This design comes from an exercise in tuning for small area, a short achievable clock period and few clock cycles per item on the open sky130 flow, not from production work. Power and IR drop assume default switching activity.

==> run D: inputs <==
==> flow/design.v <==
module sfd_rx (
    input  wire        clk,
    input  wire        rst,
    input  wire        rx_valid,
    input  wire        rx_eof,
    input  wire [7:0]  rx_byte,
    output wire        rx_ready,
    output wire        dout_valid,
    output wire [7:0]  dout_byte,
    input  wire        dout_ready,
    output wire        ctl_valid,
    output wire [15:0] ctl_seq,
    output wire [7:0]  ctl_op,
    output wire [7:0]  ctl_dest,
    output wire [7:0]  ctl_byte,
    output wire        ctl_last,
    input  wire        ctl_ready,
    output wire        tx_valid,
    output wire [7:0]  tx_byte,
    input  wire        tx_ready,
    output wire        anom_opc,
    output wire        anom_eof,
    output wire        irq
);
    localparam [7:0] MARKER       = 8'h1B;
    localparam [7:0] LIT_SENTINEL = 8'h1C;
    localparam [7:0] OP_DATA      = 8'h44;
    localparam [7:0] OP_ACK       = 8'h41;
    localparam [3:0] ST_P0 = 4'd3;
    localparam [3:0] ST_P5 = 4'd8;
    localparam [3:0] ST_P6 = 4'd9;
    localparam [3:0] ST_RD = 4'd10;
    localparam [1:0] DS_NORMAL = 2'd0;
    localparam [1:0] DS_SAW1   = 2'd1;
    localparam [1:0] DS_SAW2   = 2'd2;
    function in_catalog(input [7:0] op);
        case (op)
            8'h01, 8'h02, 8'h10, 8'h11, 8'h12, 8'h13, 8'h14, 8'h15,
            8'h16, 8'h17, 8'h18, 8'h20, 8'h21, 8'h22, 8'h23,
            OP_ACK, OP_DATA: in_catalog = 1'b1;
            default:         in_catalog = 1'b0;
        endcase
    endfunction
    function dq_room(input p_last, input rd_data, input [1:0] d, input [1:0] n);
        if (p_last)
            dq_room = (d == DS_SAW2) ? (n <= 2'd1) :
                      (d == DS_SAW1) ? (n <= 2'd2) : 1'b1;
        else if (rd_data)
            dq_room = (d == DS_NORMAL) ? (n <= 2'd2) : (n <= 2'd1);
        else
            dq_room = 1'b1;
    endfunction
    reg         rdy;             
    reg         sv;              
    reg  [7:0]  sb;
    reg         rx_live;
    reg         opc_flag;
    reg         eof_flag;
    reg         irq_r;
    reg  [3:0]  st;
    reg  [15:0] hdr_seq;
    reg  [7:0]  hdr_op;
    reg  [7:0]  hdr_dest;
    reg  [15:0] hdr_len;
    reg  [15:0] rem;
    reg         is_data;
    reg  [1:0]  ds;
    reg  [7:0]  d0, d1, d2;      
    reg  [1:0]  dcnt;
    reg         dv;
    reg  [8:0]  c0, c1;          
    reg  [1:0]  ccnt;
    reg         cv;
    reg         tx_busy;
    reg  [3:0]  tx_idx;
    reg  [7:0]  txb;
    reg  [15:0] tx_seq;
    reg  [15:0] ack_seq;
    reg  [15:0] ack_len;
    wire in_rd   = (st == ST_RD);
    wire in_rp   = (st >= ST_P0) && (st <= ST_P6);
    wire p_last  = (st == ST_P6);
    wire rd_data = in_rd && is_data;
    wire rd_ctrl = in_rd && !is_data;
    wire last    = (rem == 16'd1);
    wire ok = dq_room(p_last, rd_data, ds, dcnt)
            && (rd_ctrl ? (ccnt != 2'd2) : in_rp ? (ccnt == 2'd0) : 1'b1)
            && !(rd_data && last && tx_busy);
    wire proc = sv && ok;                  
    wire [7:0] b = sb;
    wire b_mk = (b == MARKER);
    wire fire     = rx_valid && rdy;
    wire fire_eof = fire && rx_eof;
    wire fire_b   = fire && !rx_eof;
    wire port_p6  = sv ? (st == ST_P5) : p_last;
    reg  [1:0] dpush;
    reg  [7:0] dw0, dw1;
    always @(*) begin
        dpush = 2'd0;
        dw0   = MARKER;
        dw1   = MARKER;
        if (proc) begin
            if (p_last)
                dpush = ds;
            else if (rd_data) begin
                case (ds)
                    DS_NORMAL: if (!b_mk) begin dpush = 2'd1; dw0 = b; end
                    DS_SAW1:   if (!b_mk) begin dpush = 2'd2; dw1 = b; end
                    default:   if (b == LIT_SENTINEL) dpush = 2'd2;
                endcase
            end
        end
    end
    wire cpush     = proc && rd_ctrl;
    wire ack_start = proc && rd_data && last;
    reg [3:0] st_n;
    reg [1:0] ds_n;
    reg       is_data_n;
    reg       last_n;
    always @(*) begin
        st_n      = st;
        ds_n      = ds;
        is_data_n = is_data;
        last_n    = last;
        if (proc) begin
            if (in_rd) begin
                if (is_data) begin
                    case (ds)
                        DS_NORMAL: ds_n = b_mk ? DS_SAW1 : DS_NORMAL;
                        DS_SAW1:   ds_n = b_mk ? DS_SAW2 : DS_NORMAL;
                        default:   ds_n = DS_NORMAL;
                    endcase
                end
                if (last) st_n = 4'd0;
                last_n = (rem == 16'd2);
            end else if (p_last) begin
                ds_n   = DS_NORMAL;
                st_n   = ({hdr_len[15:8], b} == 16'h0000) ? 4'd0 : ST_RD;
                last_n = ({hdr_len[15:8], b} == 16'h0001);
            end else if (in_rp) begin
                st_n = st + 4'd1;
                if (st == 4'd6) is_data_n = (b == OP_DATA);
            end else begin
                st_n = b_mk ? st + 4'd1 : 4'd0;
            end
        end
    end
    wire dpop = dv && dout_ready;
    wire cpop = cv && ctl_ready;
    wire tx_fin = tx_busy && tx_ready && (tx_idx == 4'd13);
    wire [1:0] dcnt_p  = dcnt + dpush;             
    wire [1:0] ccnt_p  = ccnt + {1'b0, cpush};
    wire       busy_p  = tx_busy || ack_start;     
    wire rd_n      = (st_n == ST_RD);
    wire rd_data_n = rd_n && is_data_n;
    wire rd_ctrl_n = rd_n && !is_data_n;
    wire rp_n      = (st_n >= ST_P0) && (st_n <= ST_P6);
    wire p_last_n  = (st_n == ST_P6);
    wire dq_ok_0 = dq_room(p_last_n, rd_data_n, ds_n, dcnt_p);
    wire dq_ok_1 = dq_room(p_last_n, rd_data_n, ds_n, dcnt_p - 2'd1);
    wire cq_ok_0 = rd_ctrl_n ? (ccnt_p != 2'd2) : rp_n ? (ccnt_p == 2'd0) : 1'b1;
    wire cq_ok_1 = rd_ctrl_n ? 1'b1             : rp_n ? (ccnt_p == 2'd1) : 1'b1;
    wire aq_ok_0 = !(rd_data_n && last_n && busy_p);
    wire aq_ok_1 = !(rd_data_n && last_n && ack_start);
    wire ok_n = (dpop ? dq_ok_1 : dq_ok_0)
              && (cpop ? cq_ok_1 : cq_ok_0)
              && (tx_fin ? aq_ok_1 : aq_ok_0);
    wire sv_n = fire_b || (sv && !proc);
    always @(posedge clk) begin
        if (rst) begin
            rdy      <= 1'b1;
            sv       <= 1'b0;
            rx_live  <= 1'b1;
            opc_flag <= 1'b0;
            eof_flag <= 1'b0;
            irq_r    <= 1'b0;
        end else begin
            rdy <= rx_live && !fire_eof && (!sv_n || ok_n);
            sv  <= sv_n;
            if (fire_eof) begin
                rx_live  <= 1'b0;
                eof_flag <= 1'b1;
                irq_r    <= 1'b1;
            end
            if (fire_b && port_p6 && !in_catalog(hdr_op)) begin
                opc_flag <= 1'b1;
                irq_r    <= 1'b1;
            end
        end
    end
    always @(posedge clk)
        if (fire_b) sb <= rx_byte;
    always @(posedge clk) begin
        if (rst) begin
            st <= 4'd0;
            ds <= DS_NORMAL;
        end else begin
            st <= st_n;
            ds <= ds_n;
        end
    end
    always @(posedge clk) begin
        is_data <= is_data_n;
        if (proc) begin
            case (st)
                4'd4: hdr_seq[15:8] <= b;
                4'd5: hdr_seq[7:0]  <= b;
                4'd6: hdr_op        <= b;
                4'd7: hdr_dest      <= b;
                4'd8: hdr_len[15:8] <= b;
                4'd9: begin hdr_len[7:0] <= b; rem <= {hdr_len[15:8], b}; end
                ST_RD: rem <= rem - 16'd1;
                default: ;
            endcase
        end
    end
    wire [1:0] dbase = dcnt - {1'b0, dpop};
    always @(posedge clk) begin
        if (rst) begin
            dcnt <= 2'd0;
            dv   <= 1'b0;
        end else begin
            dcnt <= dcnt_p - {1'b0, dpop};
            dv   <= (dcnt_p - {1'b0, dpop}) != 2'd0;
        end
    end
    always @(posedge clk) begin
        if (dpush != 2'd0 && dbase == 2'd0)      d0 <= dw0;
        else if (dpop)                            d0 <= d1;
        if (dpush != 2'd0 && dbase == 2'd1)      d1 <= dw0;
        else if (dpush == 2'd2 && dbase == 2'd0) d1 <= dw1;
        else if (dpop)                            d1 <= d2;
        if (dpush != 2'd0 && dbase == 2'd2)      d2 <= dw0;
        else if (dpush == 2'd2 && dbase == 2'd1) d2 <= dw1;
    end
    assign rx_ready   = rdy;
    assign dout_valid = dv;
    assign dout_byte  = d0;
    wire cbase = ccnt[1] | (ccnt[0] & !cpop);    
    always @(posedge clk) begin
        if (rst) begin
            ccnt <= 2'd0;
            cv   <= 1'b0;
        end else begin
            ccnt <= ccnt_p - {1'b0, cpop};
            cv   <= (ccnt_p - {1'b0, cpop}) != 2'd0;
        end
    end
    always @(posedge clk) begin
        if (cpush && !cbase) c0 <= {b, last};
        else if (cpop)       c0 <= c1;
        if (cpush && cbase)  c1 <= {b, last};
    end
    assign ctl_valid = cv;
    assign ctl_seq   = hdr_seq;
    assign ctl_op    = hdr_op;
    assign ctl_dest  = hdr_dest;
    assign ctl_byte  = c0[8:1];
    assign ctl_last  = c0[0];
    always @(posedge clk) begin
        if (ack_start) begin
            ack_seq <= hdr_seq;
            ack_len <= hdr_len;
        end
    end
    wire [3:0] idx_inc = tx_idx + 4'd1;
    reg  [7:0] tx_nxt;
    always @(*) begin
        case (idx_inc)
            4'd1, 4'd2: tx_nxt = MARKER;
            4'd4:  tx_nxt = tx_seq[15:8];
            4'd5:  tx_nxt = tx_seq[7:0];
            4'd6:  tx_nxt = OP_ACK;
            4'd9:  tx_nxt = 8'h04;
            4'd10: tx_nxt = ack_seq[15:8];
            4'd11: tx_nxt = ack_seq[7:0];
            4'd12: tx_nxt = ack_len[15:8];
            4'd13: tx_nxt = ack_len[7:0];
            default: tx_nxt = 8'h00;
        endcase
    end
    always @(posedge clk) begin
        if (rst) begin
            tx_busy <= 1'b0;
            tx_seq  <= 16'h0000;
        end else if (ack_start) begin
            tx_busy <= 1'b1;
        end else if (tx_fin) begin
            tx_busy <= 1'b0;
            tx_seq  <= (tx_seq == 16'hFFFE) ? 16'h0000 : tx_seq + 16'd1;
        end
    end
    always @(posedge clk) begin
        if (ack_start) begin
            tx_idx <= 4'd0;
            txb    <= MARKER;
        end else if (tx_busy && tx_ready) begin
            tx_idx <= idx_inc;
            txb    <= tx_nxt;
        end
    end
    assign tx_valid = tx_busy;
    assign tx_byte  = txb;
    assign anom_opc = opc_flag;
    assign anom_eof = eof_flag;
    assign irq      = irq_r;
endmodule
==> flow/run.sh <==
#!/bin/bash
# synth_recipe.tcl (not shown) runs the flow's synth.tcl, then flattens the netlist and writes it again
# the make line also repeats each setting of config.mk as NAME=value (left out here)
make -C /OpenROAD-flow-scripts/flow DESIGN_CONFIG=/design/flow/config.mk WORK_HOME=/design/flow/orfs CLKGATE_MAP_FILE= SYNTH_SCRIPT=/design/flow/synth_recipe.tcl finish
==> flow/config.mk <==
export PLATFORM = sky130hd
export DESIGN_NAME = sfd_rx
export DESIGN_NICKNAME = sfd_rx
export VERILOG_FILES = /design/flow/design.v
export SDC_FILE = /design/flow/constraint.sdc
export NUM_CORES = 4
export LEC_CHECK = 0
export CAP_MARGIN = 20
export CORE_MARGIN = 2
export CORE_UTILIZATION = 40
export PLACE_DENSITY = 0.6
export SETUP_SLACK_MARGIN = 3.5
export SLEW_MARGIN = 20
==> flow/constraint.sdc <==
create_clock -name core_clock -period 6.0 [get_ports {clk}]
set_input_delay 1.2000 -clock core_clock [delete_from_list [all_inputs] [get_ports {clk}]]
set_output_delay 1.2000 -clock core_clock [all_outputs]
set_load 0.01 [all_outputs]
==> run B (differences from run D) <==
SETUP_SLACK_MARGIN = default   (was 3.5)
==> run M (differences from run D) <==
ABC_CLOCK_PERIOD_IN_PS = 2500   (was default)
==> qor summary <==
| metric | run M | run B | run D |
|---|---|---|---|
| Power consumed by the clock network | 1.06 mW | 1.17 mW | 1.06 mW |
| Number of cells upsized or downsized after cts | 195 | 0 | 195 |
| Global-route wire length before repair | 35.9 mm | 34.2 mm | 35.9 mm |
| CP Data Arrival Time | 3.84 ns | 4.83 ns | 3.84 ns |
| Met2 WL post-DR | 11.3 mm | 10.5 mm | 11.3 mm |
| CP Capture Point | rdy | d0[1] | rdy |
| Final instance area | 12,100 um2 | 10,500 um2 | 12,100 um2 |
| Post-detailed-route wirelength per cell | 19.1 um | 18.7 um | 19.1 um |
| Overall via count from detail_route | 6,759 | 6,270 | 6,759 |
| Worst slack on hold paths | 0.426 ns | 0.427 ns | 0.426 ns |
| Result of the run | timing/DRC/antenna clean | timing/DRC/antenna clean | timing/DRC/antenna clean |
| # clk buffers | 20 | 22 | 20 |
| Number of logic inverters in the finished layout | 33 | 32 | 33 |
| Source of the critical timing path | rem[10] | st[1] | rem[10] |
| Clock buf/inv share | 4.41% | 5.76% | 4.41% |
Function was not checked in any run of this note: the RTL went through the layout flow alone.

[re-timing with driven ports]
Ports are ideal in the flow. The routed layouts listed here were re-timed in OpenROAD. Step 1 (the two cells are an assumption about what drives the block):
set clk [get_ports {clk}]
set_driving_cell -lib_cell sky130_fd_sc_hd__clkbuf_16 $clk
set_driving_cell -lib_cell sky130_fd_sc_hd__buf_2 [delete_from_list [all_inputs] $clk]
Step 2 also shifts input and output timing later by t, the mid clock arrival at the registers, as if the neighbouring blocks saw the same clock. Slacks: no drivers / after step 1 / after step 2; pairs: no drivers / after step 1.
run | t (ns) | setup slack, ns | worst hold slack (ns) | latest minus earliest clock arrival (ns)
run D | 0.480 | 2.522 / 2.522 / 2.353 | 0.426 / 0.426 / 0.426 | 0.018 / 0.017
run B | 0.474 | 1.370 / 1.370 / 1.370 | 0.427 / 0.427 / 0.427 | 0.015 / 0.015
run M | 0.480 | 2.522 / 2.522 / 2.353 | 0.426 / 0.426 / 0.426 | 0.018 / 0.017
After both steps every run listed still meets setup and hold.
